Context: an optimization exercise on an open-source flow, tuned for small area, a short achievable clock period and few clock cycles. The choices shown serve that exercise and are no tape-out recipe. Only simulation tests tie the RTL to the original design; equivalence was not proved. Power is estimated from default activity; no workload was simulated.

`design/flow/design.v`:
```
module simproc_core (
    input  wire        clk,
    input  wire        rst,           
    input  wire        has_words,     
    output wire        mem_en,
    output wire        mem_we,
    output wire [14:0] mem_addr,
    output wire [15:0] mem_wdata,
    input  wire [15:0] mem_rdata,
    output reg         halted,
    output reg         faulted,
    output reg  [2:0]  fault_cause,
    output wire [15:0] fault_value,
    output reg  [15:0] pc,
    output reg  [11:0] cycle_count,
    output wire        warn_valid,
    output wire [1:0]  warn_kind,
    output wire [15:0] warn_value,
    input  wire [2:0]  dbg_sel,
    output wire [15:0] dbg_data
);
    localparam [11:0] CYCLE_LIMIT = 12'd3000;
    localparam [2:0] F_PC    = 3'd1;
    localparam [2:0] F_LOAD  = 3'd2;
    localparam [2:0] F_STORE = 3'd3;
    localparam [2:0] F_LIMIT = 3'd5;
    localparam [2:0] S_FETCH = 3'd0;    
    localparam [2:0] S_EXEC  = 3'd1;    
    localparam [2:0] S_LOAD  = 3'd2;    
    localparam [2:0] S_MUL   = 3'd3;
    localparam [2:0] S_DIV   = 3'd4;
    reg [2:0]  state;
    reg [15:0] regs [0:7];
    reg [15:0] opx, opy, opb;    
    reg [2:0]  wrd;
    reg        mlt;              
    reg [2:0]  dcnt;
    wire running = !halted && !faulted;
    wire ex      = running && state == S_EXEC;
    wire [15:0] w     = mem_rdata;
    wire        fmt_i = w[15];
    wire [5:0]  opr   = w[14:9];
    wire [1:0]  opi   = w[14:13];
    wire [15:0] imm16 = {6'd0, w[9:0]};
    wire is_add   = !fmt_i && opr == 6'd0;
    wire is_sub   = !fmt_i && opr == 6'd1;
    wire is_mul   = !fmt_i && opr == 6'd2;
    wire is_div   = !fmt_i && opr == 6'd3;
    wire is_ceq   = !fmt_i && opr == 6'd4;
    wire is_cne   = !fmt_i && opr == 6'd5;
    wire is_load  = !fmt_i && opr == 6'd15;
    wire is_store = !fmt_i && opr == 6'd16;
    wire is_sys   = !fmt_i && opr == 6'd63;
    wire is_jmp   =  fmt_i && opi == 2'd0;
    wire is_jcond =  fmt_i && opi == 2'd1;
    wire is_badi  =  fmt_i && opi == 2'd2;
    wire is_mov   =  fmt_i && opi == 2'd3;
    wire is_badr  = !fmt_i && !(is_add || is_sub || is_mul || is_div || is_ceq ||
                                is_cne || is_load || is_store || is_sys);
    wire [15:0] a = regs[w[5:3]];
    wire [2:0]  b_sel = running ? w[2:0] : dbg_sel;
    wire [15:0] b = regs[b_sel];
    assign dbg_data = b;
    wire [7:0] nz;
    genvar gi;
    generate
        for (gi = 0; gi < 8; gi = gi + 1) begin : g_nz
            assign nz[gi] = |regs[gi];
        end
    endgenerate
    wire taken  = is_jmp || (is_jcond && nz[w[12:10]]);
    wire ldst   = is_load || is_store;
    wire halt_i = is_sys && !nz[0];
    assign mem_en    = running;
    assign mem_we    = ex && is_store && !a[15];
    wire   near_ldst = !fmt_i && !opr[5] && (opr[4] || opr[3]);
    wire   sel_a     = ex && near_ldst;
    wire   sel_imm   = ex && fmt_i && !opi[1];
    assign mem_addr  = ({15{sel_a}} & a[14:0]) | ({15{sel_imm}} & {5'd0, w[9:0]}) |
                       ({15{!sel_a && !sel_imm}} & pc[14:0]);
    assign mem_wdata = b;
    assign warn_valid = ex && (is_badr || is_badi || (is_sys && nz[0]));
    assign warn_kind  = is_sys ? 2'd3 : fmt_i ? 2'd2 : 2'd1;
    assign warn_value = is_sys ? regs[0] : fmt_i ? 16'd2 : {10'd0, opr};
    assign fault_value = (fault_cause == F_LIMIT) ? {4'd0, CYCLE_LIMIT} :
                         (fault_cause == F_PC)    ? pc : opx;
    wire        subm   = w[9] | w[10];
    wire [16:0] addsub = {1'b0, a} + {1'b0, subm ? ~b : b} + {16'd0, subm};
    wire        a_lt_b = !addsub[16];
    wire        a_lt_2b = {1'b0, a} < {b, 1'b0};
    wire        eq     = a == b;
    wire        b_zero = !(|b);
    wire [15:0] ex_res = fmt_i  ? imm16 :
                         opr[2] ? {15'd0, eq ^ opr[0]} :
                         opr[1] ? {15'd0, opr[0] && div_one} : addsub[15:0];
    wire ex_wr  = is_add || is_sub || is_ceq || is_cne || is_mov || is_div;
    wire [2:0] ex_wa = fmt_i ? w[12:10] : w[8:6];
    wire div_quick = b_zero || a_lt_2b;
    wire div_one   = !b_zero && !a_lt_b;
    wire [15:0] mcand = mlt ? opb : opx;
    wire [15:0] mplr  = mlt ? opx : opb;
    wire [15:0] pp0 = mplr[0] ? mcand : 16'd0;
    wire [15:0] pp1 = mplr[1] ? {mcand[14:0], 1'b0} : 16'd0;
    wire [15:0] pp2 = mplr[2] ? {mcand[13:0], 2'd0} : 16'd0;
    wire [15:0] pp3 = mplr[3] ? {mcand[12:0], 3'd0} : 16'd0;
    wire [15:0] prod = opy + pp0 + pp1 + pp2 + pp3;
    wire        mul_last = !(|mplr[15:4]);
    wire [17:0] r4 = {opy, opx[15:14]};
    wire [18:0] t1 = {1'b0, r4} - {3'd0, opb};
    wire [18:0] t2 = {1'b0, r4} - {2'd0, opb, 1'b0};
    wire [18:0] t3 = {1'b0, r4} - {3'd0, opb} - {2'd0, opb, 1'b0};
    reg  [15:0] r2;
    reg  [1:0]  qd;
    always @(*) begin
        if (!t3[18])      begin r2 = t3[15:0]; qd = 2'd3; end
        else if (!t2[18]) begin r2 = t2[15:0]; qd = 2'd2; end
        else if (!t1[18]) begin r2 = t1[15:0]; qd = 2'd1; end
        else              begin r2 = r4[15:0]; qd = 2'd0; end
    end
    wire [15:0] q2 = {opx[13:0], qd};
    wire [15:0] pc_next = taken ? imm16 : pc;
    wire [15:0] pc_inc  = pc + 16'd1;
    wire [15:0] pc_cont = taken ? {5'd0, {1'b0, w[9:0]} + 11'd1} : pc_inc;
    wire        at_limit = cycle_count == CYCLE_LIMIT;
    wire fin_ld  = state == S_LOAD;
    wire fin_mul = state == S_MUL && mul_last;
    wire fin_div = state == S_DIV && dcnt == 3'd0;
    wire        rf_we = running && ((state == S_EXEC && ex_wr) || fin_ld || fin_mul || fin_div);
    wire [2:0]  rf_wa = (state == S_EXEC) ? ex_wa : wrd;
    wire [15:0] rf_wd = (state == S_EXEC) ? ex_res :
                        (state == S_LOAD) ? mem_rdata :
                        (state == S_MUL)  ? prod : q2;
    wire [15:0] rf_d  = rf_wd & {16{!rst}};
    genvar gr;
    generate
        for (gr = 0; gr < 8; gr = gr + 1) begin : g_rf
            always @(posedge clk)
                if (rst || (rf_we && rf_wa == gr))
                    regs[gr] <= rf_d;
        end
    endgenerate
    always @(posedge clk)
        opy <= (state == S_MUL) ? prod : (state == S_DIV) ? r2 : 16'd0;
    always @(posedge clk) begin
        if (rst) begin
            state       <= S_FETCH;
            pc          <= 16'd1;
            cycle_count <= 12'd0;
            halted      <= !has_words;
            faulted     <= 1'b0;
            fault_cause <= 3'd0;
        end else if (running) begin
            case (state)
                S_FETCH: begin
                    if (pc[15]) begin
                        faulted     <= 1'b1;
                        fault_cause <= F_PC;
                    end else begin
                        pc    <= pc + 16'd1;
                        state <= S_EXEC;
                    end
                end
                S_EXEC: begin
                    opx <= a;
                    opb <= b;
                    mlt <= a_lt_b;
                    wrd <= w[8:6];
                    dcnt <= 3'd7;
                    if (is_load && !a[15]) begin
                        state <= S_LOAD;
                    end else if (is_mul) begin
                        state <= S_MUL;
                    end else if (is_div && !div_quick) begin
                        state <= S_DIV;
                    end else begin
                        cycle_count <= cycle_count + 12'd1;
                        if (ldst && a[15]) begin
                            faulted     <= 1'b1;
                            fault_cause <= is_load ? F_LOAD : F_STORE;
                        end else if (halt_i) begin
                            halted <= 1'b1;
                        end else if (at_limit) begin
                            faulted     <= 1'b1;
                            fault_cause <= F_LIMIT;
                            pc          <= pc_next;
                        end else if (near_ldst || (is_jcond && !taken)) begin
                            state <= S_FETCH;
                        end else if (!taken && pc[15]) begin
                            faulted     <= 1'b1;
                            fault_cause <= F_PC;
                            pc          <= pc_next;
                        end else begin
                            pc <= pc_cont;
                        end
                    end
                end
                default: begin    
                    if (state == S_DIV) begin
                        opx  <= q2;
                        dcnt <= dcnt - 3'd1;
                    end
                    if (state == S_MUL) begin
                        opx <= {mcand[11:0], 4'd0};
                        opb <= {4'd0, mplr[15:4]};
                        mlt <= 1'b0;
                    end
                    if (fin_ld || fin_mul || fin_div) begin
                        cycle_count <= cycle_count + 12'd1;
                        if (at_limit) begin
                            faulted     <= 1'b1;
                            fault_cause <= F_LIMIT;
                        end else if (pc[15]) begin
                            faulted     <= 1'b1;
                            fault_cause <= F_PC;
                        end else begin
                            pc    <= pc + 16'd1;
                            state <= S_EXEC;
                        end
                    end
                end
            endcase
        end
    end
endmodule
```
`design/flow/flow/run.sh`:
```
#!/bin/bash
# The standard layout, with every port buffered by a sky130_fd_sc_hd__buf_1
# (the standard flow lets the resizer pick the port buffer, and it picks a
# delay cell); timing repair then resizes the port buffers that need it.
set -euo pipefail
export BUFFER_PORTS_ARGS="-buffer_cell sky130_fd_sc_hd__buf_1"
bash standard.sh > standard.log 2>&1
```
`design/flow/standard.sh`:
```
#!/bin/bash
# synth_recipe.tcl (not shown) runs the flow's synth.tcl, then flattens the netlist and writes it again
# the make line also repeats each setting of config.mk as NAME=value (left out here)
make -C /OpenROAD-flow-scripts/flow DESIGN_CONFIG=/design/flow/config.mk WORK_HOME=/design/flow/orfs CLKGATE_MAP_FILE= SYNTH_SCRIPT=/design/flow/synth_recipe.tcl "${@:-finish}"
```
`design/flow/config.mk`:
```
export PLATFORM = sky130hd
export DESIGN_NAME = simproc_core
export DESIGN_NICKNAME = simproc_core
export VERILOG_FILES = /design/flow/design.v
export SDC_FILE = /design/flow/constraint.sdc
export NUM_CORES = 4
export LEC_CHECK = 0
export CAP_MARGIN = 20
export CORE_MARGIN = 2
export CORE_UTILIZATION = 60
export PLACE_DENSITY = 0.75
export SETUP_SLACK_MARGIN = 4
export SLEW_MARGIN = 20
```
`design/flow/constraint.sdc`:
```
create_clock -name core_clock -period 10.0 [get_ports {clk}]
set_input_delay 2.0000 -clock core_clock [delete_from_list [all_inputs] [get_ports {clk}]]
set_output_delay 2.0000 -clock core_clock [all_outputs]
set_load 0.01 [all_outputs]
```
==> results of run 1 <==
[final cells by class]
cell class,instances,area [µm²],share of cell area [%]
sequential,219,6070,26.5
timing repair buffer,256,1680,7.32
inverter,179,687,3.00
multi-input combinational,1779,13000,56.9
clock inverter,18,250,1.09
tap,442,553,2.42
clock buffer,27,633,2.77
[state kept, by name (all words and copies together) (netlist names), 12 cells and up]
register	count
opy	16
pc	16
cycle_count	12
opx	16
opb	16
regs	128
[cell usage after synthesis (all sizes together), types with 24 or more instances]
master | instances | area share [%]
mux2i | 47 | 2.4
mux2 | 37 | 2.2
nand3 | 53 | 1.4
nor3 | 48 | 1.2
nor2b | 34 | 1.1
ha | 99 | 6.3
edfxtp | 168 | 26
xnor2 | 86 | 3.9
a21o | 31 | 1.2
xor2 | 24 | 1.1
buf | 41 | 1.2
clkbuf | 97 | 1.9
fa | 44 | 4.5
a221oi | 28 | 1.3
nor4 | 41 | 1.3
nor2 | 200 | 3.9
dfxtp | 51 | 5.2
a21oi | 160 | 4.1
and2 | 28 | 0.91
inv | 175 | 3.4
a22oi | 31 | 1.2
nand2 | 245 | 4.7
a211oi | 24 | 0.92
o21ai | 174 | 4.5
[layer usage]
layer	part of all wire, %	routed length (µm)	track usage, %
met3	13	10800	16.9
met5	0.015	13	0
met2	43	36800	73.9
met4	9.2	7900	37.2
met1	35	29900	58.3
[timing repair]
action / CTS / global route
pin swaps: 16 / 39
setup buffers: 25 / 41
endpoints found under the setup margin: 188 / 146
gates cloned: 3 / 1
gates resized for setup: 105 / 94
[cell families (layout without fill, tap and decap cells)]
kind of cell | Yosys count | count (layout)
xor+xnor | 110 | 110
simple gates | 766 | 769
mux | 89 | 89
buf+inv | 317 | 480
compound gates | 668 | 668
fa+ha+maj | 143 | 143
flops | 219 | 219
[per-stage QoR]
step	utilization [%]	setup WS [ps]	instance area, µm²
final	70.8	3840	22900
after global routing	70.8	3860	22900
after global placement	63.4	2530	20500
after CTS	68.5	3960	22100
after detailed placement	63.5	2460	20500
after floorplan	-	3970	19700
[worst max-delay path, delay by kind of cell]
| family | cells | cell delay [ps] |
|---|---|---|
| buffers and inverters | 5 | 1020 |
| AOI/OAI and AO/OA | 3 | 830 |
| and+or+nand+nor | 1 | 300 |
[power by group through the flow]
| stage | registers (µW) | logic [µW] | clock network [µW] |
|---|---|---|---|
| finish | 1200 | 1630 | 1030 |
| global placement | 1200 | 1330 | 0 |
| detailed placement | 1200 | 1350 | 0 |
| CTS | 1180 | 1440 | 1020 |
| floorplan | 1140 | 974 | 0 |
| global route | 1190 | 1720 | 1060 |
[path summary, 6_finish.rpt]
check / startpoint / to / slack, ps / depth (start not counted)
hold reg to reg: fault_cause[0]$_SDFFE_PP0P_ / fault_cause[0]$_SDFFE_PP0P_ / 490 / 2
hold / removal: fault_cause[0]$_SDFFE_PP0P_ / fault_cause[0]$_SDFFE_PP0P_ / 490 / 2
setup / recovery: mem_rdata[15] / mem_addr[9] / 3840 / 9
setup reg to reg: halted$_SDFFCE_PN1P_ / regs[3][0]$_DFFE_PP_ / 4100 / 19
==> out/results.tsv, run 1 <==
metric	value	unit
rows	66	
die-area	34000	µm²
status	finished clean	
tightest_slew	1070	ps
ioPinCount	139	
rsz0062_at_grt	yes	
gp_congestion	1.09	
fin_total_pwr	3860	µW
grt_pass1_vias	19164	
worstPathCellList	buf_1 -> buf_4 -> clkinvlp_4 -> buf_4 -> nor2_1 -> o21ai_2 -> a22oi_1 -> o21ai_2 -> buf_1	
holdWs	492	ps
setup-violations-final	0	
drtIter0Drc	2886	
htreeDepth	1	
p_comb_share	42.4	%
cp_slowest_stage_delay	430	ps
area_growth_syn_to_layout	17.2	%
drive_gt1_share	15.1	%
mostFrequentLayoutCell	nand2_1	
skew	24.3	ps
ant_nets	0	
grt_use_total	49.3	%
hold_viol_final	0	
synth.area.mux_share	5.18	%
drv_cap	0	
crit_fanout	22	
netlist_area	19500	µm²
vias	20684	
switching_share	40.7	%
crit_path_start_kind	input pin	
synth_compound_area_share	22.7	%
synth_fa_ha_area_share	10.9	%
cts_buffers	25	
cts.sinks	219	
clock_latency	590	ps
die_y	184	µm
place.port_buffers	138	
initial_utilization	60.4	%
seqPwrFrac	31.0	%
antenna_found_initial	3	
grt_max_degree	57	
nets	2625	
clkTransAtPathRegs	60	ps
viasPerCell	7.08	
cts_buffer_depth	3	
fill_cells	2503	
syn_avg_cell_area	8.44	µm²
synth-edff-count	168	
synthSimpleGateAreaFrac	18.7	%
synth_flop_cell	edfxtp_1	
cpMaxStageDelayCell	a22oi_1	
die_x	184	µm
stdcell_count	2920	
vdd_drop_max	196	µV
endpoint_kind	output port	
ys_types	100	
hold_class	flip-flop to flip-flop	
seq_area_frac_synth	31.1	%
power.density	169	nW/µm²
cts_root_buf	clkbuf_16	
synth_seq_cells	219	
final_cell_mix	nand2_1, nor2_1, inv_1	
grt_pass1_wl	122000	µm
hold_buffers	0	
synthXorXnorAreaFrac	4.94	%
crit_type	input pin to output port	
yosysWarningCount	2	
synth_top_family_by_area	compound AO/OA/AOI/OAI gates	
async_flop_share	0	%
critical_path_arrival	4160	ps
hpwl	60700	µm
syn_inst	2312	
final.setup.tns	0	ps
max_freq	162	MHz
wire_per_inst	29.3	µm
post-route-period-util	61.6	%
antenna_cells	0	
drc	0	
routed_wl	85400	µm
p_clk_share	26.6	%
p_leak	0.00902	µW
min_period	6160	ps
overflow	0	
p_int	2290	µW
slew_violations	0	
slew_headroom	28.7	%
core-area	32300	µm²
dr.pass1.iters	7	
cts_tree	yes	
synth_nets	2477	
dpl.cell_count	2804	
worstPathRequired	8000	ps
netSwitchingPower	1570	µW
Testbench counts, summed over its fixed seeds: cycles 245,060.
==> run 2: changes to the inputs <==
==> design/flow/flow/run.sh (replaced) <==
#!/bin/bash
# The standard layout, with two changes:
# - every port is buffered by a sky130_fd_sc_hd__buf_1 (the standard flow lets
#   the resizer pick the port buffer, and it picks a delay cell); timing
#   repair then resizes the port buffers that need it;
# - clock tree synthesis inserts no dummy loads.
set -euo pipefail
export BUFFER_PORTS_ARGS="-buffer_cell sky130_fd_sc_hd__buf_1"
export CTS_ARGS="-sink_clustering_enable -repair_clock_nets -dont_use_dummy_load"
bash standard.sh > standard.log 2>&1
--- a/design/flow/config.mk
+++ b/design/flow/config.mk
@@ -7,7 +7,7 @@
 export LEC_CHECK = 0
 export CAP_MARGIN = 20
 export CORE_MARGIN = 2
-export CORE_UTILIZATION = 60
-export PLACE_DENSITY = 0.75
-export SETUP_SLACK_MARGIN = 4
+export CORE_UTILIZATION = 40
+export PLACE_DENSITY = 0.6
+export SETUP_SLACK_MARGIN = 3.8
 export SLEW_MARGIN = 20
==> out/results.tsv, run 2 <==
metric	value	unit
status	finished clean	
path_delay_family	buffers and inverters	
initial_utilization	40.7	%
ioPinCount	139	
skew	66.4	ps
synthSimpleGateAreaFrac	18.7	%
mostFrequentLayoutCell	nand2_1	
final_cell_mix	nand2_1, nor2_1, inv_1	
synth.area.mux_share	5.18	%
nets	2586	
grt_max_degree	57	
rows	80	
antenna_cells	0	
routed_wl	85200	µm
syn_avg_cell_area	8.44	µm²
synth_top_area_cell	edfxtp_1	
cpMaxStageDelayCell	a221oi_1	
largest-register	regs	
crit_path_start_kind	input pin	
crit_fanout	18	
cts_buffer_depth	3	
grt_use_total	32.9	%
cp_slowest_stage_delay	510	ps
tightest_slew	1170	ps
clock_latency	600	ps
viasPerCell	6.38	
synth-edff-count	168	
synth_fa_ha_area_share	10.9	%
largest_register_ffs	128	
antenna_found_initial	0	
synth_top_cells_by_count	nand2_1, nor2_1, inv_1, edfxtp_1, o21ai_0	
synth_nets	2477	
drive_gt1_share	11.1	%
drc	0	
hpwl	64200	µm
async_flop_share	0	%
post-route-period-util	61.3	%
slew_headroom	21.5	%
worstPathRequired	8000	ps
die_x	225	µm
gp_congestion	1.00	
synth_flop_cell	edfxtp_1	
synth_top_area_share	25.9	%
hold_buffers	0	
min_period	6130	ps
wire_per_inst	28.1	µm
synth_compound_area_share	22.7	%
dr.pass1.iters	8	
cp_num_buf_inv	5	
synth_seq_cells	219	
cts_root_buf	clkbuf_16	
ys_types	100	
synth_top_family_by_area	compound AO/OA/AOI/OAI gates	
die-area	50600	µm²
ant_nets	0	
drtIter0Drc	2082	
worstPathCellList	clkbuf_8 -> buf_6 -> nor2b_4 -> buf_4 -> a22o_1 -> a221oi_1 -> nor2_2 -> inv_1 -> o21ai_0 -> buf_1	
drv_cap	0	
synthXorXnorAreaFrac	4.94	%
critical_path_arrival	4130	ps
grt_pass1_wl	124000	µm
grt_pass1_vias	18647	
cts_buffers	28	
vias	19347	
crit_type	input pin to output port	
overflow	0	
yosysWarningCount	2	
vdd_drop_max	144	µV
die_y	225	µm
place.port_buffers	138	
seq_area_frac_synth	31.1	%
hold_viol_final	0	
netlist_area	19500	µm²
yosys-top-cells-area	edfxtp_1, ha_1, dfxtp_1, nand2_1, fa_1	
rsz0062_at_grt	no	
final.setup.tns	0	ps
endpoint_kind	output port	
hold_class	flip-flop to flip-flop	
power.density	161	nW/µm²
synth_most_common_cell	nand2_1	
clkTransAtPathRegs	60	ps
setup-violations-final	0	
max_freq	163	MHz
syn_inst	2312	
area_growth_syn_to_layout	13.1	%
p_leak	0.00860	µW
htreeDepth	1	
cts_tree	yes	
cts.sinks	219	
core-area	47900	µm²
fin_total_pwr	3550	µW
slew_violations	0	
run 2: cell type report:
type	instances	area (µm²)
fillers	4659	25900
well taps	615	769
multi-input cells	1778	12700
repair buffers	215	1190
flip-flops and latches	219	6070
inverters	179	684
clock buffers	28	701
run 2: final timing paths:
path                                     from                           to  slack [ps]  cells after the start
setup reg to reg         halted$_SDFFCE_PN1P_         regs[1][0]$_DFFE_PP_        4150                     19
hold / removal    fault_cause[0]$_SDFFE_PP0P_  fault_cause[0]$_SDFFE_PP0P_         480                      2
hold reg to reg   fault_cause[0]$_SDFFE_PP0P_  fault_cause[0]$_SDFFE_PP0P_         480                      2
setup / recovery                 mem_rdata[5]                  mem_addr[4]        3870                     10
run 2: report_power, final:
part | total (µW) | internal, µW | switching [µW] | leakage [µW]
Combinational | 1490 | 538 | 956 | 0.00617
Sequential | 1190 | 1080 | 109 | 0.00209
Clock | 867 | 485 | 382 | 0.000345
Total | 3550 | 2100 | 1450 | 0.00860
run 2: logic make-up after synthesis:
family | count (synthesis)
AOI/OAI and AO/OA | 668
xor gates and xnor gates | 110
adders and majority gates | 143
buffers and inverters | 317
DFF | 219
muxes | 89
and+or+nand+nor | 766
run 2: metrics by stage:
stage	worst slack (ps)	hold slack, ps	utilization [%]	instances	cell area [µm²]
6_report	3870	484	46.0	3034	22100
5_1_grt	3790	530	46.0	3034	22100
4_1_cts	3700	482	45.4	3024	21800
3_5_place_dp	1960	473	43.0	2977	20600
3_3_place_gp	2070	458	43.0	2976	20600
2_1_floorplan	3840	478	-	2312	19500
run 2: worst reg2reg max path, cell delays in order (launching register included):
cell	delay, ps
edfxtp_1	750
or2_2	440
clkinv_1	440
and4_1	370
a211o_1	260
o41ai_4	450
mux2_4	360
inv_1	90
fa_2	210
a21oi_1	90
o21ai_1	190
o2111ai_2	160
a2111o_1	450
a21oi_1	160
o21ai_1	110
a21oi_2	160
a31o_2	220
a21oi_1	80
or4_4	430
o21ai_4	240
run 2: what timing repair did:
action | 4_1_cts | 5_1_grt
setup buffers | 17 | 10
setup endpoints to repair | 182 | 137
pin swaps | 9 | 18
gates resized for setup | 75 | 57
cloned | 2 | 0
run 2: per-layer routing:
layer	part of all wire (%)	wire (µm)	global-route usage, %	up-vias
met5	0	0	0	-
met4	6.6	5650	17.2	0
met3	7.5	6400	4.74	258
met2	45	38500	52.8	994
met1	41	34700	43.1	9479
li1	-	-	-	8616
==> run 3: changes to the inputs <==
--- a/design/flow/design.v
+++ b/design/flow/design.v
@@ -106,17 +106,13 @@
     wire [15:0] prod = opy + pp0 + pp1 + pp2 + pp3;
     wire        mul_last = !(|mplr[15:4]);
     wire [17:0] r4 = {opy, opx[15:14]};
-    wire [18:0] t1 = {1'b0, r4} - {3'd0, opb};
     wire [18:0] t2 = {1'b0, r4} - {2'd0, opb, 1'b0};
-    wire [18:0] t3 = {1'b0, r4} - {3'd0, opb} - {2'd0, opb, 1'b0};
-    reg  [15:0] r2;
-    reg  [1:0]  qd;
-    always @(*) begin
-        if (!t3[18])      begin r2 = t3[15:0]; qd = 2'd3; end
-        else if (!t2[18]) begin r2 = t2[15:0]; qd = 2'd2; end
-        else if (!t1[18]) begin r2 = t1[15:0]; qd = 2'd1; end
-        else              begin r2 = r4[15:0]; qd = 2'd0; end
-    end
+    wire        q1 = !t2[18];
+    wire [17:0] u  = q1 ? t2[17:0] : r4;
+    wire [18:0] t1 = {1'b0, u} - {3'd0, opb};
+    wire        q0 = !t1[18];
+    wire [15:0] r2 = q0 ? t1[15:0] : u[15:0];
+    wire [1:0]  qd = {q1, q0};
     wire [15:0] q2 = {opx[13:0], qd};
     wire [15:0] pc_next = taken ? imm16 : pc;
     wire [15:0] pc_inc  = pc + 16'd1;
==> out/results.tsv, run 3 <==
metric	value	unit
critical_path_arrival	4230	ps
post-route-period-util	62.3	%
clock_latency	600	ps
cts_root_buf	clkbuf_16	
viasPerCell	6.31	
drc	0	
crit_path_start_kind	input pin	
worstPathCellList	clkbuf_2 -> or3_1 -> buf_4 -> o21ai_0 -> o21ai_0 -> buf_1	
synth-edff-count	168	
synth_top_area_share	26.8	%
drv_cap	0	
hpwl	57200	µm
p_leak	0.00845	µW
cp_num_buf_inv	3	
seq_area_frac_synth	32.3	%
max_freq	160	MHz
tightest_slew	1190	ps
place.port_buffers	138	
final.setup.tns	0	ps
cts_buffers	28	
synth_flop_cell	edfxtp_1	
gp_congestion	1.01	
largest_register_ffs	128	
status	finished clean	
antenna_found_initial	0	
netlist_area	18800	µm²
crit_fanout	13	
cts.sinks	219	
skew	77.1	ps
syn_avg_cell_area	8.64	µm²
synth_nets	2324	
die-area	48700	µm²
core-area	46500	µm²
mostFrequentLayoutCell	nand2_1	
grt_pass1_vias	17007	
nets	2467	
vias	18455	
slew_headroom	19.2	%
largest-register	regs	
drtIter0Drc	2357	
holdWs	515	ps
hold_buffers	0	
htreeDepth	1	
area_growth_syn_to_layout	15.0	%
min_period	6230	ps
syn_inst	2176	
power.density	159	nW/µm²
crit_type	input pin to output port	
yosys-top-cells-area	edfxtp_1, ha_1, dfxtp_1, o21ai_0, fa_1	
synth_top_area_cell	edfxtp_1	
endpoint_kind	output port	
cts_tree	yes	
drive_gt1_share	12.4	%
cp_slowest_stage_delay	660	ps
fill_cells	4500	
initial_utilization	40.5	%
ant_nets	0	
overflow	0	
grt_use_total	30.2	%
synth_top_cells_by_count	nand2_1, o21ai_0, nor2_1, edfxtp_1, inv_1	
die_x	221	µm
hold_class	flip-flop to flip-flop	
final_cell_mix	nand2_1, nor2_1, o21ai_0	
die_y	221	µm
wire_per_inst	26.0	µm
ioPinCount	139	
rsz0062_at_grt	yes	
yosysWarningCount	2	
hold_viol_final	0	
fin_area	21600	µm²
synth_seq_cells	219	
placed_cell_area	19800	µm²
dr.pass1.iters	6	
worstPathRequired	8000	ps
ys_types	102	
rows	79	
slew_violations	0	
clkTransAtPathRegs	50	ps
synth_most_common_cell	nand2_1	
stdcell_count	2925	
path_delay_family	compound AO/OA/AOI/OAI gates	
grt_pass1_wl	110000	µm
cpMaxStageDelayCell	o21ai_0	
setup-violations-final	0	
crit_top_cell	o21ai_0	
cts_buffer_depth	3	
grt_max_degree	59	
routed_wl	76200	µm
dpl.cell_count	2828	
vdd_drop_max	133	µV
async_flop_share	0	%
## run 3: cell count changes after synthesis, sizes merged, moves of 16 or more
cell / delta
a21oi: -34
xnor2: -22
mux2: -20
nor2: -19
nand2: -18
ha: -16
## run 3: final cells by class
type | instances | area [µm²] | area share, %
diodes | 1 | 2.50 | 0.0116
flip-flops and latches | 219 | 6070 | 28.1
clock buffers | 28 | 701 | 3.24
well taps | 607 | 759 | 3.51
multi-input cells | 1658 | 12000 | 55.6
inverters | 167 | 627 | 2.90
repair buffers | 245 | 1440 | 6.64
## run 3: kinds of logic (layout without fill, tap and decap cells)
logic type	after synthesis	in the layout	synth area share, %
AND/OR/NAND/NOR	744	746	19.7
AO/OA/AOI/OAI	608	610	21.6
buffers and inverters	303	440	6.66
flip-flops	219	219	32.3
adder cells (fa/ha/maj)	126	126	10.1
XOR/XNOR	89	89	4.15
multiplexers	87	87	5.48
other	0	1	0
## run 3: per-layer routing
layer  track usage, %  vias to the layer above  share of wire (%)  wire (µm)
met5                0                        -                  0          0
met4             17.0                        0                7.0       5340
met3             4.63                      244                8.0       6120
met2             48.1                     1026                 45      34600
met1             39.3                     8948                 40      30100
li1                 -                     8237                  -          -
## run 3: worst paths after layout
| check | start | end | slack [ps] | cells past startpoint |
|---|---|---|---|---|
| min reg2reg | fault_cause[1]$_SDFFE_PP0P_ | fault_cause[1]$_SDFFE_PP0P_ | 520 | 2 |
| max reg2reg | halted$_SDFFCE_PN1P_ | regs[4][0]$_DFFE_PP_ | 4020 | 20 |
| min | fault_cause[1]$_SDFFE_PP0P_ | fault_cause[1]$_SDFFE_PP0P_ | 520 | 2 |
| max | mem_rdata[4] | mem_addr[3] | 3770 | 6 |
## run 3: stage by stage
stage | worst slack (ps) | total power (µW) | utilization (%)
final | 3770 | 3450 | 46.5
after global placement | 2250 | 2430 | 42.6
after CTS | 3700 | 3360 | 45.2
after detailed placement | 1870 | 2430 | 42.6
after global routing | 3770 | 3590 | 46.5
after floorplan | 3800 | 2030 | -
## run 3: tightest hold or removal path, cell delays in order, from the launching register on
cell and delay (ps):
dfxtp_1 310, nor2_1 110, nor3_1 50
## run 3: report_power, final
part           switching (µW)  internal, µW  total (µW)
clock network             372           485         856
registers                98.8          1080        1170
logic                     894           522        1420
total                    1360          2080        3450
## run 3: timing repair
item                       CTS  global route
setup endpoints to repair  195           105
pin swaps                   11            32
setup buffers               21            43
gates cloned                 3             1
gates resized for setup     68            51
Testbench counts of run 3, summed over its fixed seeds: cycles 245,060.
==> run 4: changes to the inputs <==
--- a/design/flow/config.mk
+++ b/design/flow/config.mk
@@ -5,9 +5,12 @@
 export SDC_FILE = /design/flow/constraint.sdc
 export NUM_CORES = 4
 export LEC_CHECK = 0
+export ABC_AREA = 1
 export CAP_MARGIN = 20
 export CORE_MARGIN = 2
 export CORE_UTILIZATION = 40
+export CTS_CLUSTER_DIAMETER = 100
+export CTS_CLUSTER_SIZE = 20
 export PLACE_DENSITY = 0.6
 export SETUP_SLACK_MARGIN = 3.8
 export SLEW_MARGIN = 20
==> out/results.tsv, run 4 <==
metric	value	unit
path_delay_family	simple AND/OR/NAND/NOR gates	
r2r-start	mlt$_SDFFCE_PN0P_	
synthXorXnorAreaFrac	3.25	%
max_freq	161	MHz
routed_wl	81000	µm
synth_top_area_share	26.7	%
viasPerCell	5.73	
seq_area_frac_synth	32.1	%
drive_gt1_share	7.00	%
vdd_drop_max	147	µV
yosysWarningCount	2	
min_period	6210	ps
crit_path_start_kind	input pin	
final.setup.tns	0	ps
clock_latency	590	ps
place.port_buffers	138	
synth_top_cells_by_count	nand2_1, inv_1, nor2_1, o21ai_0, edfxtp_1	
cp_slowest_stage_delay	410	ps
ant_nets	0	
die-area	48900	µm²
syn_avg_cell_area	7.06	µm²
holdWs	508	ps
synth_fa_ha_area_share	10.1	%
worstPathCellList	buf_1 -> nand2_1 -> nor2_1 -> nand2_1 -> nor2_1 -> clkinvlp_4 -> o22ai_1 -> buf_1	
nets	2934	
grt_pass1_wl	119000	µm
tightest_slew	981	ps
cp_num_buf_inv	3	
core-area	46600	µm²
ys_types	55	
cp-endpoint	warn_value[5]	
die_x	221	µm
synth_compound_area_share	16.2	%
area_growth_syn_to_layout	11.6	%
synthSimpleGateAreaFrac	26.7	%
r2r_end	regs[0][9]$_DFFE_PP_	
p_leak	0.00936	µW
clkTransAtPathRegs	50	ps
largest-register	regs	
synth-edff-count	168	
antenna_cells	0	
mostFrequentLayoutCell	nand2_1	
cp.depth	8	
skew	39.4	ps
overflow	0	
ioPinCount	139	
htreeDepth	1	
worstPathRequired	8000	ps
synth_top_family_by_area	simple AND/OR/NAND/NOR gates	
whs_path_depth	2	
hpwl	63900	µm
stdcell_count	3391	
cts.sinks	219	
final_cell_mix	nand2_1, inv_1, nor2_1	
synth_most_common_cell	nand2_1	
setup-violations-final	0	
yosys-top-cells-area	edfxtp_1, nand2_1, inv_1, nor2_1, o21ai_0	
hold_buffers	0	
rows	79	
drtIter0Drc	2287	
post-route-period-util	62.1	%
grt_use_total	31.9	%
cts_buffers	28	
cts_tree	yes	
synth.area.mux_share	0.119	%
drc	0	
drv_cap	0	
slew_headroom	34.3	%
synth_seq_cells	219	
ff2ff_setup_slack	4150	ps
wire_per_inst	23.9	µm
cpMaxStageDelayCell	o22ai_1	
synth_nets	2819	
async_flop_share	0	%
cts_root_buf	clkbuf_16	
fin_total_pwr	3870	µW
crit_type	input pin to output port	
dpl.cell_count	3351	
grt_max_degree	75	
r2r.worst_path.cells	25	
cp-startpoint	mem_rdata[11]	
largest_register_ffs	128	
hold_class	flip-flop to flip-flop	
endpoint_kind	output port	
initial_utilization	40.5	%
netlist_area	18900	µm²
cts_buffer_depth	3	
vias	19443	
slew_violations	0	
hold_viol_final	0	
die_y	221	µm
gp_congestion	1.02	
dr.pass1.iters	6	
status	finished clean	
power.density	184	nW/µm²
grt_pass1_vias	18329	
crit_fanout	6	
syn_inst	2671	
synth_top_area_cell	edfxtp_1	
synth_flop_cell	edfxtp_1	
critical_path_arrival	4210	ps
antenna_found_initial	1	
rsz0062_at_grt	yes	
[run 4: cell count changes after synthesis, moves of 25 or more]
cell / delta
o21ai_0: +48
xor2_1: +35
nand2b_1: -27
nand2_1: +336
xnor2_1: -54
clkbuf_1: -26
and3_1: -26
nor2_1: +162
mux2i_1: -59
a21oi_1: +25
o22ai_1: +42
nand3_1: +50
inv_1: +259
[run 4: through the flow]
step                      util (%)  area [µm²]  setup WS, ps
after floorplan                  -       18900          4500
final                         45.2       21100          3790
after CTS                     44.7       20800          3760
after global routing          45.2       21100          3720
after global placement        42.7       19900          2620
after detailed placement      42.8       19900          2690
[run 4: repair_timing]
action	in CTS	in global routing
gates resized for setup	44	42
pin swaps	0	6
gates cloned	0	1
endpoints found under the setup margin	101	91
setup buffers	4	7
[run 4: how the worst min path moves through the flow]
stage	start	end	slack [ps]
2_1_floorplan	state[1]$_SDFFE_PP0P_	state[1]$_SDFFE_PP0P_	450
3_3_place_gp	state[1]$_SDFFE_PP0P_	state[1]$_SDFFE_PP0P_	480
3_5_place_dp	state[1]$_SDFFE_PP0P_	state[1]$_SDFFE_PP0P_	490
4_1_cts	state[1]$_SDFFE_PP0P_	state[1]$_SDFFE_PP0P_	500
5_1_grt	cycle_count[9]$_SDFFE_PP0P_	cycle_count[9]$_SDFFE_PP0P_	530
6_report	state[1]$_SDFFE_PP0P_	state[1]$_SDFFE_PP0P_	510
[run 4: kinds of logic after synthesis]
kind of cell / after synthesis
muxes: 2
and+or+nand+nor: 1172
AOI/OAI and AO/OA: 541
DFF: 219
adders and majority gates: 126
xor gates and xnor gates: 70
buffers and inverters: 541
[run 4: cell type report]
class	instances	area, µm²
Fill cell	4819	25500
Multi-Input combinational cell	1912	11000
Sequential cell	219	6070
Inverter	442	1680
Timing Repair Buffer	183	886
Tap cell	607	759
Clock buffer	28	701
[run 4: layer usage]
metal / up-vias / GRT usage [%] / routed length, µm
li1: 9044 / - / -
met1: 9157 / 41.4 / 32500
met2: 1032 / 51.1 / 36500
met3: 210 / 5.34 / 7010
met4: 0 / 16.6 / 5050
met5: - / 0 / 0
[run 4: power breakdown]
group / switching, µW / internal, µW
clock: 385 / 485
combinational: 1240 / 511
sequential: 123 / 1120
[run 4: worst register-to-register path: stages, from the launching register on]
cell	delay (ps)
edfxtp_1	370
clkbuf_8	270
nand2_1	130
o21ai_1	180
inv_2	290
nand2_1	140
fa_1	520
inv_1	50
fa_1	530
inv_1	60
fa_1	520
inv_1	40
ha_1	200
inv_1	70
fa_1	200
nor2_1	70
a211oi_2	240
nor2_1	110
o21ai_0	170
nand2_1	90
a21oi_1	120
o21ai_0	260
nand3b_1	180
o21ai_0	120
a21oi_1	230
o21a_1	450
==> run 5: changes to the inputs <==
--- a/design/flow/config.mk
+++ b/design/flow/config.mk
@@ -9,8 +9,6 @@
 export CAP_MARGIN = 20
 export CORE_MARGIN = 2
 export CORE_UTILIZATION = 40
-export CTS_CLUSTER_DIAMETER = 100
-export CTS_CLUSTER_SIZE = 20
 export PLACE_DENSITY = 0.6
 export SETUP_SLACK_MARGIN = 3.8
 export SLEW_MARGIN = 20
==> out/results.tsv, run 5 <==
metric	value	unit
die_x	221	µm
die-area	48900	µm²
p_leak	0.00936	µW
crit_fanout	6	
area_growth_syn_to_layout	11.6	%
pre_cts_ws	2690	ps
synth_top_cells_by_count	nand2_1, inv_1, nor2_1, o21ai_0, edfxtp_1	
wire_per_inst	23.9	µm
worstPathRequired	8000	ps
status	finished clean	
final.setup.tns	0	ps
stdcell_count	3391	
cts_root_buf	clkbuf_16	
drv_cap	0	
crit_type	input pin to output port	
post-route-period-util	62.1	%
core-area	46600	µm²
setup-violations-final	0	
max_freq	161	MHz
critical_path_arrival	4210	ps
initial_utilization	40.5	%
placed_cell_area	19900	µm²
synth_flop_cell	edfxtp_1	
slew_violations	0	
synth.area.mux_share	0.119	%
place.port_buffers	138	
dpl.cell_count	3351	
vias	19443	
tightest_slew	981	ps
seq_area_frac_synth	32.1	%
drive_gt1_share	7.00	%
netlist_area	18900	µm²
drtIter0Drc	2287	
overflow	0	
nets	2934	
cpMaxStageDelayCell	o22ai_1	
antenna_found_initial	1	
largest-register	regs	
synth_top_area_cell	edfxtp_1	
cts_buffers	28	
grt_max_degree	75	
largest_register_ffs	128	
ys_types	55	
synth_nets	2819	
cts_buffer_depth	3	
crit_path_start_kind	input pin	
synth_fa_ha_area_share	10.1	%
syn_inst	2671	
routed_wl	81000	µm
clkTransAtPathRegs	50	ps
synth_top_family_by_area	simple AND/OR/NAND/NOR gates	
grt_use_total	31.9	%
dr.pass1.iters	6	
grt_pass1_vias	18329	
grt_pass1_wl	119000	µm
rows	79	
synthXorXnorAreaFrac	3.25	%
cts_tree	yes	
synth_compound_area_share	16.2	%
slew_headroom	34.3	%
ioPinCount	139	
synth_most_common_cell	nand2_1	
synth-edff-count	168	
endpoint_kind	output port	
fill_cells	4819	
cp_slowest_stage_delay	410	ps
hold_viol_final	0	
antenna_cells	0	
ant_nets	0	
async_flop_share	0	%
synthSimpleGateAreaFrac	26.7	%
min_period	6210	ps
worst_slack	3790	ps
mostFrequentLayoutCell	nand2_1	
worstPathCellList	buf_1 -> nand2_1 -> nor2_1 -> nand2_1 -> nor2_1 -> clkinvlp_4 -> o22ai_1 -> buf_1	
vdd_drop_max	147	µV
power.density	184	nW/µm²
die_y	221	µm
viasPerCell	5.73	
fin_area	21100	µm²
drc	0	
yosysWarningCount	2	
rsz0062_at_grt	yes	
syn_avg_cell_area	7.06	µm²
clock_latency	590	ps
gp_congestion	1.02	
yosys-top-cells-area	edfxtp_1, nand2_1, inv_1, nor2_1, o21ai_0	
skew	39.4	ps
htreeDepth	1	
final_cell_mix	nand2_1, inv_1, nor2_1	
hpwl	63900	µm
synth_seq_cells	219	
cts.sinks	219	
synth_top_area_share	26.7	%
hold_class	flip-flop to flip-flop	
## run 5: repair_timing
| action | 4_1_cts | 5_1_grt |
|---|---|---|
| buffers inserted | 4 | 7 |
| hold buffers | 0 | 0 |
| resized for setup | 44 | 42 |
| endpoints found under the setup margin | 101 | 91 |
| hold endpoints to repair | 0 | 0 |
| pin swaps | 0 | 6 |
| cloned | 0 | 1 |
## run 5: critical path: cells and delay by family
| kind | cells | cell delay (ps) |
|---|---|---|
| buffers and inverters | 3 | 790 |
| and+or+nand+nor | 4 | 980 |
| AOI/OAI and AO/OA | 1 | 410 |
## run 5: layout make-up
| class | count | area (µm²) | share of cell area [%] |
|---|---|---|---|
| tap | 607 | 759 | 3.61 |
| sequential | 219 | 6070 | 28.8 |
| inverter | 442 | 1680 | 8.00 |
| clock buffer | 28 | 701 | 3.33 |
| multi-input combinational | 1912 | 11000 | 52.1 |
| timing repair buffer | 183 | 886 | 4.21 |
## run 5: kinds of logic (layout without fill, tap and decap cells)
| group | Yosys count | in the layout |
|---|---|---|
| multiplexers | 2 | 2 |
| adder cells (fa/ha/maj) | 126 | 126 |
| XOR/XNOR | 70 | 70 |
| flip-flops | 219 | 219 |
| AO/OA/AOI/OAI | 541 | 541 |
| AND/OR/NAND/NOR | 1172 | 1173 |
| buffers and inverters | 541 | 653 |
## run 5: stage by stage
stage / utilization (%) / total power [µW] / hold slack (ps)
floorplan: - / 2350 / 452
global placement: 42.7 / 2920 / 482
detailed placement: 42.8 / 2920 / 495
CTS: 44.7 / 3810 / 502
global route: 45.2 / 4080 / 531
finish: 45.2 / 3870 / 508
## run 5: metal layers
metal,track usage (%),part of all wire (%),wire [µm]
met5,0,0,0
met4,16.6,6.2,5050
met3,5.34,8.7,7010
met2,51.1,45,36500
met1,41.4,40,32500
## run 5: final timing paths
| kind | startpoint | to | cells after the start | slack, ps |
|---|---|---|---|---|
| hold / removal | state[1]$_SDFFE_PP0P_ | state[1]$_SDFFE_PP0P_ | 2 | 510 |
| setup reg to reg | mlt$_SDFFCE_PN0P_ | regs[0][9]$_DFFE_PP_ | 25 | 4150 |
| setup / recovery | mem_rdata[11] | warn_value[5] | 8 | 3790 |
| hold reg to reg | state[1]$_SDFFE_PP0P_ | state[1]$_SDFFE_PP0P_ | 2 | 510 |
## run 5: report_power, final
| part | switching, µW | internal [µW] | total, µW | leakage (µW) |
|---|---|---|---|---|
| clock | 385 | 485 | 870 | 0.000345 |
| sequential | 123 | 1120 | 1250 | 0.00208 |
| combinational | 1240 | 511 | 1750 | 0.00693 |
| total | 1750 | 2120 | 3870 | 0.00936 |
==> run 6: changes to the inputs <==
--- a/design/flow/config.mk
+++ b/design/flow/config.mk
@@ -10,5 +10,5 @@
 export CORE_MARGIN = 2
 export CORE_UTILIZATION = 40
 export PLACE_DENSITY = 0.6
-export SETUP_SLACK_MARGIN = 3.8
+export SETUP_SLACK_MARGIN = 4.0
 export SLEW_MARGIN = 20
==> out/results.tsv, run 6 <==
metric	value	unit
ant_nets	0	
drc	0	
endpoint_kind	output port	
worstPathRequired	8000	ps
skew	43.8	ps
cts_root_buf	clkbuf_16	
rows	79	
die_x	221	µm
clkTransAtPathRegs	50	ps
whs_path_depth	2	
netlist_area	18900	µm²
drive_gt1_share	8.72	%
synth_nets	2819	
seq_area_frac_synth	32.1	%
cp_slowest_stage_delay	310	ps
drv_cap	0	
final_cell_mix	nand2_1, inv_1, nor2_1	
seqPwrFrac	32.0	%
cp_num_buf_inv	6	
synth_top_area_share	26.7	%
area_growth_syn_to_layout	13.5	%
power.density	182	nW/µm²
rsz0062_at_grt	yes	
largest-register	regs	
clock_latency	590	ps
hold_class	flip-flop to flip-flop	
ys_types	55	
worstPathCellList	buf_4 -> clkinvlp_4 -> buf_4 -> nand3_4 -> inv_2 -> nand2_1 -> o21ai_0 -> nor2_1 -> a21oi_4 -> inv_1 -> o221ai_1 -> buf_1	
cts_buffers	28	
holdPathEnd	state[1]$_SDFFE_PP0P_	
final_util	46.0	%
netSwitchingPower	1760	µW
min_period	6010	ps
synth_top_cells_by_count	nand2_1, inv_1, nor2_1, o21ai_0, edfxtp_1	
synth_seq_cells	219	
synth-edff-count	168	
crit_type	input pin to output port	
place.port_buffers	138	
fin_area	21400	µm²
gp_congestion	1.02	
ff2ff_setup_slack	4300	ps
routed_wl	81300	µm
pre_cts_ws	2690	ps
initial_utilization	40.5	%
final.setup.tns	0	ps
ioPinCount	139	
syn_avg_cell_area	7.06	µm²
yosysWarningCount	2	
vdd_drop_max	147	µV
htreeDepth	1	
crit_path_start_kind	input pin	
nets	2959	
p_clk_share	22.3	%
die-area	48900	µm²
cpMaxStageDelayCell	o221ai_1	
grt_pass1_wl	119000	µm
hold_buffers	0	
grt_use_total	32.0	%
p_comb_share	45.7	%
r2r_end	regs[0][9]$_DFFE_PP_	
switching_share	45.2	%
cts_tree	yes	
async_flop_share	0	%
viasPerCell	5.73	
cts.sinks	219	
grt_max_degree	75	
path_delay_family	buffers and inverters	
max_freq	166	MHz
p_leak	0.00953	µW
r2r.worst_path.cells	24	
syn_inst	2671	
synth_top_area_cell	edfxtp_1	
drtIter0Drc	2224	
cts_buffer_depth	3	
crit_top_cell	buf_4	
die_y	221	µm
tightest_slew	912	ps
vias	19595	
synth_most_common_cell	nand2_1	
core-area	46600	µm²
largest_register_ffs	128	
synth_flop_cell	edfxtp_1	
hold_viol_final	0	
crit_fanout	13	
mostFrequentLayoutCell	nand2_1	
slew_violations	0	
placed_cell_area	19900	µm²
overflow	0	
worst_slack	3990	ps
slew_headroom	38.9	%
hold_start	state[1]$_SDFFE_PP0P_	
r2r-start	mlt$_SDFFCE_PN0P_	
hpwl	63900	µm
critical_path_arrival	4010	ps
grt_pass1_vias	18404	
antenna_found_initial	0	
status	finished clean	
setup-violations-final	0	
wire_per_inst	23.8	µm
yosys-top-cells-area	edfxtp_1, nand2_1, inv_1, nor2_1, o21ai_0	
dr.pass1.iters	6	
post-route-period-util	60.1	%
p_int	2140	µW
-- run 6: cell families (layout without fill, tap and decap cells) --
group / count (synthesis) / after routing / synth area share (%)
fa+ha+maj: 126 / 126 / 10.1
flops: 219 / 219 / 32.1
buf+inv: 541 / 677 / 11.5
simple gates: 1172 / 1174 / 26.7
compound gates: 541 / 541 / 16.2
mux: 2 / 2 / 0.119
xor+xnor: 70 / 70 / 3.25
other cells: 0 / 2 / 0
-- run 6: per-layer routing --
| metal | up-vias | global-route usage, % | routed length, µm |
|---|---|---|---|
| met5 | - | 0 | 0 |
| li1 | 9114 | - | - |
| met1 | 9267 | 41.3 | 32900 |
| met2 | 991 | 51.3 | 36500 |
| met3 | 223 | 5.50 | 6600 |
| met4 | 0 | 16.9 | 5250 |
-- run 6: worst max path at each step --
stage,cells past startpoint,slack [ps],startpoint,endpoint
3_3_place_gp,22,2620,mem_rdata[3],regs[1][8]$_DFFE_PP_
3_5_place_dp,26,2690,mem_rdata[5],regs[4][12]$_DFFE_PP_
2_1_floorplan,34,4500,mlt$_SDFFCE_PN0P_,regs[0][15]$_DFFE_PP_
4_1_cts,12,3930,mem_rdata[3],mem_addr[5]
6_report,12,3990,mem_rdata[3],mem_addr[5]
5_1_grt,12,3930,mem_rdata[3],mem_addr[5]
-- run 6: cell type report --
| cell class | instances | area (µm²) |
|---|---|---|
| diodes | 2 | 5.00 |
| clock buffers | 28 | 701 |
| fillers | 4800 | 25100 |
| inverters | 442 | 1690 |
| multi-input cells | 1913 | 11100 |
| flip-flops and latches | 219 | 6070 |
| well taps | 607 | 759 |
| repair buffers | 207 | 1120 |
-- run 6: metrics by stage --
| stage | power, µW | instances | hold WS (ps) |
|---|---|---|---|
| final | 3900 | 3418 | 503 |
| after global routing | 4120 | 3416 | 531 |
| after CTS | 3820 | 3389 | 502 |
| after detailed placement | 2920 | 3351 | 495 |
| after global placement | 2920 | 3350 | 482 |
| after floorplan | 2350 | 2671 | 452 |
-- run 6: power groups by stage --
stage / Clock (µW) / Sequential (µW) / Combinational (µW)
after floorplan: 0 / 1210 / 1130
after global placement: 0 / 1260 / 1660
after detailed placement: 0 / 1260 / 1660
after CTS: 881 / 1240 / 1700
after global routing: 915 / 1250 / 1950
final: 870 / 1250 / 1780
-- run 6: worst reg2reg max path: cells and delay by family (launching register included) --
kind,cells,cell delay [ps]
flip-flops,1,350
AO/OA/AOI/OAI,8,1880
AND/OR/NAND/NOR,6,590
adder cells (fa/ha/maj),4,1910
buffers and inverters,6,730
-- run 6: what timing repair did --
| item | in CTS | in global routing |
|---|---|---|
| setup endpoints to repair | 126 | 121 |
| gates resized for setup | 75 | 50 |
| cloned | 0 | 2 |
| setup buffers | 10 | 25 |
| pin swaps | 6 | 14 |
==> run 7: changes to the inputs <==
==> design/flow/flow/run.sh (replaced) <==
#!/bin/bash
# The standard layout, with two changes:
# - every port is buffered by a sky130_fd_sc_hd__buf_1 (the standard flow lets
#   the resizer pick the port buffer, and it picks a delay cell); timing
#   repair then resizes the port buffers that need it;
# - clock tree synthesis inserts no dummy loads, and clusters up to 20 sinks
#   within 100 um per leaf buffer.
set -euo pipefail
export BUFFER_PORTS_ARGS="-buffer_cell sky130_fd_sc_hd__buf_1"
export CTS_ARGS="-sink_clustering_enable -repair_clock_nets -dont_use_dummy_load -sink_clustering_size 20 -sink_clustering_max_diameter 100"
bash standard.sh > standard.log 2>&1
--- a/design/flow/config.mk
+++ b/design/flow/config.mk
@@ -10,5 +10,5 @@
 export CORE_MARGIN = 2
 export CORE_UTILIZATION = 40
 export PLACE_DENSITY = 0.6
-export SETUP_SLACK_MARGIN = 4.0
+export SETUP_SLACK_MARGIN = 3.8
 export SLEW_MARGIN = 20
==> out/results.tsv, run 7 <==
metric	value	unit
critical_path_arrival	4230	ps
yosys-top-cells-area	edfxtp_1, nand2_1, inv_1, nor2_1, o21ai_0	
rows	79	
synth_most_common_cell	nand2_1	
hold_viol_final	0	
synth_top_area_cell	edfxtp_1	
synth_nets	2819	
hold_class	flip-flop to flip-flop	
vias	19321	
largest-register	regs	
status	finished clean	
slew_violations	0	
worstPathCellList	buf_1 -> inv_1 -> nand2_2 -> inv_1 -> nor2_2 -> nand2_1 -> o221ai_2 -> buf_1	
synth-edff-count	168	
antenna_found_initial	0	
yosysWarningCount	2	
gp_congestion	1.02	
vdd_drop_max	118	µV
grt_use_total	31.9	%
min_period	6230	ps
mostFrequentLayoutCell	nand2_1	
p_leak	0.00924	µW
drc	0	
crit_path_start_kind	input pin	
largest_register_ffs	128	
slew_headroom	38.3	%
rsz0062_at_grt	yes	
wire_per_inst	23.9	µm
async_flop_share	0	%
ys_types	55	
grt_pass1_wl	118000	µm
crit_type	input pin to output port	
core-area	46600	µm²
cts_root_buf	clkbuf_16	
dr.pass1.iters	6	
syn_inst	2671	
routed_wl	80700	µm
endpoint_kind	output port	
viasPerCell	5.71	
drv_cap	0	
worstPathRequired	8000	ps
worst_slack	3770	ps
syn_avg_cell_area	7.06	µm²
nets	2925	
antenna_cells	0	
synth_top_area_share	26.7	%
area_growth_syn_to_layout	10.2	%
netlist_area	18900	µm²
hpwl	63900	µm
grt_pass1_vias	18268	
clock_latency	550	ps
cpMaxStageDelayCell	buf_1	
clkTransAtPathRegs	70	ps
die_y	221	µm
place.port_buffers	138	
initial_utilization	40.5	%
drive_gt1_share	6.70	%
cts_tree	yes	
cp_slowest_stage_delay	430	ps
synth_flop_cell	edfxtp_1	
die-area	48900	µm²
grt_max_degree	75	
setup-violations-final	0	
drtIter0Drc	2353	
max_freq	161	MHz
synth_seq_cells	219	
seq_area_frac_synth	32.1	%
post-route-period-util	62.3	%
overflow	0	
final.setup.tns	0	ps
cts_buffer_depth	3	
crit_fanout	11	
cts.sinks	219	
tightest_slew	921	ps
power.density	175	nW/µm²
ioPinCount	139	
pre_cts_ws	2690	ps
skew	63.7	ps
htreeDepth	1	
synth_top_cells_by_count	nand2_1, inv_1, nor2_1, o21ai_0, edfxtp_1	
cts_buffers	17	
ant_nets	0	
final_cell_mix	nand2_1, inv_1, nor2_1	
die_x	221	µm
## run 7: cell counts after synthesis
Identical to the previous run, type by type.
## run 7: cell type report
class,count,area (µm²)
Clock buffer,17,425
Timing Repair Buffer,185,901
Sequential cell,219,6070
Multi-Input combinational cell,1912,11000
Tap cell,607,759
Fill cell,4829,25800
Inverter,442,1680
## run 7: logic make-up (layout without fill, tap and decap cells)
| family | after synthesis | count (layout) | synth area share (%) |
|---|---|---|---|
| multiplexers | 2 | 2 | 0.119 |
| adder cells (fa/ha/maj) | 126 | 126 | 10.1 |
| flip-flops | 219 | 219 | 32.1 |
| AO/OA/AOI/OAI | 541 | 541 | 16.2 |
| buffers and inverters | 541 | 644 | 11.5 |
| XOR/XNOR | 70 | 70 | 3.25 |
| AND/OR/NAND/NOR | 1172 | 1173 | 26.7 |
## run 7: routing by layer
layer	global-route usage, %	up-vias	share of wire, %
met5	0	-	0
met4	15.0	0	5.7
met3	5.13	192	8.2
met2	51.9	927	46
met1	41.3	9167	41
li1	-	9035	-
## run 7: critical path: cells and delay by family
family                 cells  cell delay, ps
AO/OA/AOI/OAI              1             220
buffers and inverters      4             960
AND/OR/NAND/NOR            3            1030
## run 7: repair_timing
action | 4_1_cts | 5_1_grt
hold buffers | 0 | 0
hold endpoints to repair | 0 | 0
setup endpoints to repair | 101 | 90
pin swaps | 0 | 6
gates cloned | 0 | 1
gates resized for setup | 45 | 38
buffers inserted | 4 | 9
## run 7: power breakdown
group          switching, µW  internal (µW)
logic                   1240            513
registers                122           1120
clock network            346            303
## run 7: final timing paths
| path | depth (start not counted) | from | end | slack, ps |
|---|---|---|---|---|
| max | 8 | mem_rdata[14] | mem_addr[7] | 3770 |
| min | 2 | state[1]$_SDFFE_PP0P_ | state[1]$_SDFFE_PP0P_ | 500 |
| max reg2reg | 30 | opb[3]$_DFFE_PP_ | regs[0][0]$_DFFE_PP_ | 4200 |
| min reg2reg | 2 | state[1]$_SDFFE_PP0P_ | state[1]$_SDFFE_PP0P_ | 500 |
## run 7: per-stage QoR
step	std cells	hold slack, ps	total power (µW)	instance area, µm²	utilization (%)
2_1_floorplan	2671	452	2350	18900	-
3_3_place_gp	3350	482	2920	19900	42.7
3_5_place_dp	3351	495	2920	19900	42.8
4_1_cts	3372	505	3590	20500	44.1
5_1_grt	3382	537	3860	20800	44.6
6_report	3382	501	3650	20800	44.6
==> run 8: changes to the inputs <==
--- a/design/flow/config.mk
+++ b/design/flow/config.mk
@@ -10,5 +10,5 @@
 export CORE_MARGIN = 2
 export CORE_UTILIZATION = 40
 export PLACE_DENSITY = 0.6
-export SETUP_SLACK_MARGIN = 3.8
+export SETUP_SLACK_MARGIN = 4.0
 export SLEW_MARGIN = 20
==> out/results.tsv, run 8 <==
metric	value	unit
drtIter0Drc	2167	
fin_area	21200	µm²
fin_total_pwr	3680	µW
final.setup.tns	0	ps
post-route-period-util	59.5	%
routed_wl	81500	µm
netlist_area	18900	µm²
worstPathCellList	buf_1 -> buf_4 -> nand2_1 -> nor2_1 -> nand2_1 -> nor2_1 -> clkinvlp_4 -> buf_12 -> o22ai_2 -> buf_1	
grt_pass1_vias	18353	
hold_class	flip-flop to flip-flop	
dpl.cell_count	3351	
synth_top_area_share	26.7	%
place.port_buffers	138	
htreeDepth	1	
area_growth_syn_to_layout	12.5	%
crit_fanout	16	
drv_cap	0	
drive_gt1_share	8.64	%
cpMaxStageDelayCell	nor2_1	
largest-register	regs	
stdcell_count	3409	
power.density	174	nW/µm²
tightest_slew	884	ps
status	finished clean	
wire_per_inst	23.9	µm
hold_buffers	0	
cts_buffers	17	
crit_type	input pin to output port	
hpwl	63900	µm
vdd_drop_max	119	µV
ioPinCount	139	
crit_path_start_kind	input pin	
hold_viol_final	0	
antenna_found_initial	1	
grt_max_degree	75	
core-area	46600	µm²
cp_num_buf_inv	5	
initial_utilization	40.5	%
synth_top_cells_by_count	nand2_1, inv_1, nor2_1, o21ai_0, edfxtp_1	
synth-edff-count	168	
grt_use_total	31.9	%
ant_nets	0	
clkTransAtPathRegs	70	ps
synth_seq_cells	219	
mostFrequentLayoutCell	nand2_1	
p_leak	0.00942	µW
final_cell_mix	nand2_1, inv_1, nor2_1	
yosys-top-cells-area	edfxtp_1, nand2_1, inv_1, nor2_1, o21ai_0	
yosysWarningCount	2	
max_freq	168	MHz
gp_congestion	1.02	
drc	0	
overflow	0	
seq_area_frac_synth	32.1	%
critical_path_arrival	3950	ps
grt_pass1_wl	119000	µm
synth_nets	2819	
slew_violations	0	
fill_cells	4803	
setup-violations-final	0	
min_period	5950	ps
skew	64.8	ps
cp_slowest_stage_delay	280	ps
nets	2952	
rsz0062_at_grt	yes	
die_y	221	µm
cts_root_buf	clkbuf_16	
synth_flop_cell	edfxtp_1	
synth_most_common_cell	nand2_1	
largest_register_ffs	128	
clock_latency	550	ps
synth_top_area_cell	edfxtp_1	
worstPathRequired	8000	ps
async_flop_share	0	%
syn_avg_cell_area	7.06	µm²
slew_headroom	40.8	%
dr.pass1.iters	7	
viasPerCell	5.71	
path_delay_family	simple AND/OR/NAND/NOR gates	
placed_cell_area	19900	µm²
ys_types	55	
syn_inst	2671	
rows	79	
cts_buffer_depth	3	
antenna_cells	0	
endpoint_kind	output port	
final_util	45.6	%
die_x	221	µm
die-area	48900	µm²
cts.sinks	219	
cts_tree	yes	
vias	19460	
-- run 8: cell counts after synthesis --
No cell type changed its count.
-- run 8: area by class of cell --
| cell class | instances | area, µm² | share of cell area [%] |
|---|---|---|---|
| multi-input cells | 1914 | 11100 | 52.3 |
| flip-flops and latches | 219 | 6070 | 28.6 |
| inverters | 442 | 1700 | 8.00 |
| repair buffers | 210 | 1170 | 5.52 |
| well taps | 607 | 759 | 3.58 |
| clock buffers | 17 | 425 | 2.00 |
-- run 8: through the flow --
stage,hold WS (ps),worst slack (ps)
finish,503,4050
global route,537,3970
CTS,505,3930
detailed placement,495,2690
global placement,482,2620
floorplan,452,4500
-- run 8: path summary, 6_finish.rpt --
| path | startpoint | endpoint | slack [ps] | depth (start not counted) |
|---|---|---|---|---|
| max reg2reg | mlt$_SDFFCE_PN0P_ | regs[7][14]$_DFFE_PP_ | 4330 | 26 |
| max | mem_rdata[12] | warn_value[4] | 4050 | 10 |
| min reg2reg | state[1]$_SDFFE_PP0P_ | state[1]$_SDFFE_PP0P_ | 500 | 2 |
| min | state[1]$_SDFFE_PP0P_ | state[1]$_SDFFE_PP0P_ | 500 | 2 |
-- run 8: worst min-delay path, stage by stage (launching register included) --
cell	delay, ps
dfxtp_1	340
nand2_1	70
a21oi_1	50
-- run 8: layer usage --
layer | GRT usage, % | wire (µm) | up-vias
met3 | 5.24 | 6720 | 222
li1 | - | - | 9080
met2 | 51.6 | 36900 | 1006
met1 | 41.2 | 32800 | 9150
met4 | 16.4 | 5100 | 2
met5 | 0 | 13 | -
-- run 8: power by group --
| group | leakage [µW] | internal [µW] | switching, µW |
|---|---|---|---|
| logic | 0.00712 | 535 | 1260 |
| clock network | 0.000209 | 303 | 346 |
| registers | 0.00208 | 1120 | 123 |
-- run 8: cells by family after synthesis --
family	after synthesis	synth area share [%]
simple gates	1172	26.7
compound gates	541	16.2
buf+inv	541	11.5
flops	219	32.1
fa+ha+maj	126	10.1
xor+xnor	70	3.25
mux	2	0.119
-- run 8: repair_timing --
action	4_1_cts	5_1_grt
setup buffers	13	25
pin swaps	6	12
endpoints found under the setup margin	126	119
cloned	0	3
resized for setup	75	56
==> run 9: changes to the inputs <==
--- a/design/flow/config.mk
+++ b/design/flow/config.mk
@@ -8,7 +8,7 @@
 export ABC_AREA = 1
 export CAP_MARGIN = 20
 export CORE_MARGIN = 2
-export CORE_UTILIZATION = 40
-export PLACE_DENSITY = 0.6
+export CORE_UTILIZATION = 50
+export PLACE_DENSITY = 0.7
 export SETUP_SLACK_MARGIN = 4.0
 export SLEW_MARGIN = 20
==> out/results.tsv, run 9 <==
metric	value	unit
final.setup.tns	0	ps
status	finished clean	
cp_slowest_stage_delay	360	ps
routed_wl	76100	µm
clkTransAtPathRegs	80	ps
cts.sinks	219	
pre_cts_ws	2760	ps
synth_most_common_cell	nand2_1	
hold_class	flip-flop to flip-flop	
cp.depth	8	
ys_types	55	
grt_pass1_vias	18173	
setup-violations-final	0	
endpoint_kind	output port	
synth_top_cells_by_count	nand2_1, inv_1, nor2_1, o21ai_0, edfxtp_1	
worstPathCellList	buf_2 -> nand2_1 -> nor2_1 -> nand2_1 -> nor2_2 -> clkinvlp_4 -> o22ai_1 -> buf_1	
die_x	198	µm
worstPathRequired	8000	ps
power.density	173	nW/µm²
syn_avg_cell_area	7.06	µm²
grt_use_total	38.2	%
rows	71	
largest_register_ffs	128	
synth_top_area_share	26.7	%
wire_per_inst	23.1	µm
r2r.worst_path.cells	27	
crit_type	input pin to output port	
drive_gt1_share	7.95	%
die-area	39300	µm²
rsz0062_at_grt	yes	
seq_area_frac_synth	32.1	%
cts_tree	yes	
viasPerCell	5.90	
worst_slack	3950	ps
slew_violations	0	
skew	45.4	ps
crit_fanout	8	
tightest_slew	1010	ps
cpMaxStageDelayCell	o22ai_1	
crit_top_cell	nand2_1	
netlist_area	18900	µm²
synth-edff-count	168	
synth_flop_cell	edfxtp_1	
largest-register	regs	
ff2ff_setup_slack	4390	ps
hpwl	60300	µm
async_flop_share	0	%
final_cell_mix	nand2_1, inv_1, nor2_1	
drc	0	
fill_cells	3689	
min_period	6050	ps
synth_nets	2819	
cts_root_buf	clkbuf_16	
hold_viol_final	0	
post-route-period-util	60.5	%
vdd_drop_max	165	µV
htreeDepth	1	
place.port_buffers	138	
nets	2941	
die_y	198	µm
overflow	0	
ant_nets	0	
antenna_cells	0	
whs_path_depth	2	
cts_buffers	16	
critical_path_arrival	4050	ps
vias	19496	
cts_buffer_depth	3	
drtIter0Drc	2027	
grt_pass1_wl	111000	µm
path_delay_family	simple AND/OR/NAND/NOR gates	
synth_seq_cells	219	
syn_inst	2671	
drv_cap	0	
gp_congestion	1.02	
max_freq	165	MHz
crit_path_start_kind	input pin	
fin_total_pwr	3620	µW
core-area	37400	µm²
slew_headroom	32.5	%
mostFrequentLayoutCell	nand2_1	
grt_max_degree	65	
initial_utilization	50.5	%
area_growth_syn_to_layout	10.6	%
clock_latency	540	ps
synth_top_area_cell	edfxtp_1	
antenna_found_initial	3	
dr.pass1.iters	6	
ioPinCount	139	
p_leak	0.00935	µW
yosys-top-cells-area	edfxtp_1, nand2_1, inv_1, nor2_1, o21ai_0	
yosysWarningCount	2	
cp_num_buf_inv	3	
==> run 9: cell count changes in the layout (fill, tap and decap cells not counted), moves of 3 or more <==
cell,change
a21oi_2,+4
buf_2,+5
buf_4,-9
inv_1,+3
nor2_2,-4
o21ai_0,+3
o21ai_1,-4
o221ai_1,+4
o221ai_2,-4
==> run 9: timing repair <==
action / CTS / global route
endpoints found under the hold margin: 0 / 0
hold buffers: 0 / 0
setup endpoints to repair: 121 / 127
resized for setup: 68 / 43
cloned: 0 / 0
pin swaps: 2 / 16
buffers inserted: 8 / 27
==> run 9: routing by layer <==
metal,share of wire (%),GRT usage (%),up-vias,wire (µm)
li1,-,-,9051,-
met5,0.016,0,-,12
met1,39,48.4,9129,29700
met3,9.0,6.64,258,6890
met4,7.2,23.6,2,5480
met2,45,60.7,1056,34000
==> run 9: cells by family (layout without fill, tap and decap cells) <==
| family | Yosys count | count (layout) | share of synthesized area, % |
|---|---|---|---|
| AOI/OAI and AO/OA | 541 | 541 | 16.2 |
| xor gates and xnor gates | 70 | 70 | 3.25 |
| adders and majority gates | 126 | 126 | 10.1 |
| buffers and inverters | 541 | 661 | 11.5 |
| DFF | 219 | 219 | 32.1 |
| muxes | 2 | 2 | 0.119 |
| and+or+nand+nor | 1172 | 1172 | 26.7 |
==> run 9: final cells by class <==
type | count | area, µm² | area share [%]
Clock buffer | 16 | 400 | 1.92
Inverter | 442 | 1690 | 8.10
Multi-Input combinational cell | 1911 | 11000 | 52.5
Sequential cell | 219 | 6070 | 29.1
Tap cell | 511 | 639 | 3.06
Timing Repair Buffer | 203 | 1110 | 5.32
==> run 9: power breakdown <==
| group | leakage (µW) | total (µW) | internal (µW) | switching (µW) |
|---|---|---|---|---|
| Sequential | 0.00208 | 1250 | 1120 | 126 |
| Combinational | 0.00707 | 1750 | 527 | 1220 |
| Clock | 0.000197 | 619 | 286 | 334 |
==> run 9: path summary, 6_finish.rpt <==
path | from | to
min | cycle_count[4]$_SDFFE_PP0P_ | cycle_count[4]$_SDFFE_PP0P_
min reg2reg | cycle_count[4]$_SDFFE_PP0P_ | cycle_count[4]$_SDFFE_PP0P_
max reg2reg | mlt$_SDFFCE_PN0P_ | regs[6][14]$_DFFE_PP_
max | mem_rdata[12] | warn_value[4]
==> run 9: through the flow <==
stage | util (%) | instances | hold WS, ps | cell area [µm²]
2_1_floorplan | - | 2671 | 452 | 18900
3_3_place_gp | 52.8 | 3249 | 475 | 19700
3_5_place_dp | 52.8 | 3249 | 491 | 19700
4_1_cts | 54.7 | 3273 | 503 | 20500
5_1_grt | 55.8 | 3302 | 524 | 20900
6_report | 55.8 | 3302 | 501 | 20900
==> run 9: worst reg2reg max path, delay by kind of cell, from the launching register on <==
family | cells | cell delay (ps)
adders and majority gates | 4 | 1870
AOI/OAI and AO/OA | 7 | 1170
xor gates and xnor gates | 1 | 270
buffers and inverters | 7 | 960
and+or+nand+nor | 8 | 810
DFF | 1 | 380

Check on run 9: ideal ports give 3.948 ns setup slack; a clkbuf_16 on the clock port and buf_2 on the inputs give 3.917 ns; moving port delays by the midpoint clock arrival (0.572 ns) as well gives 3.690 ns.
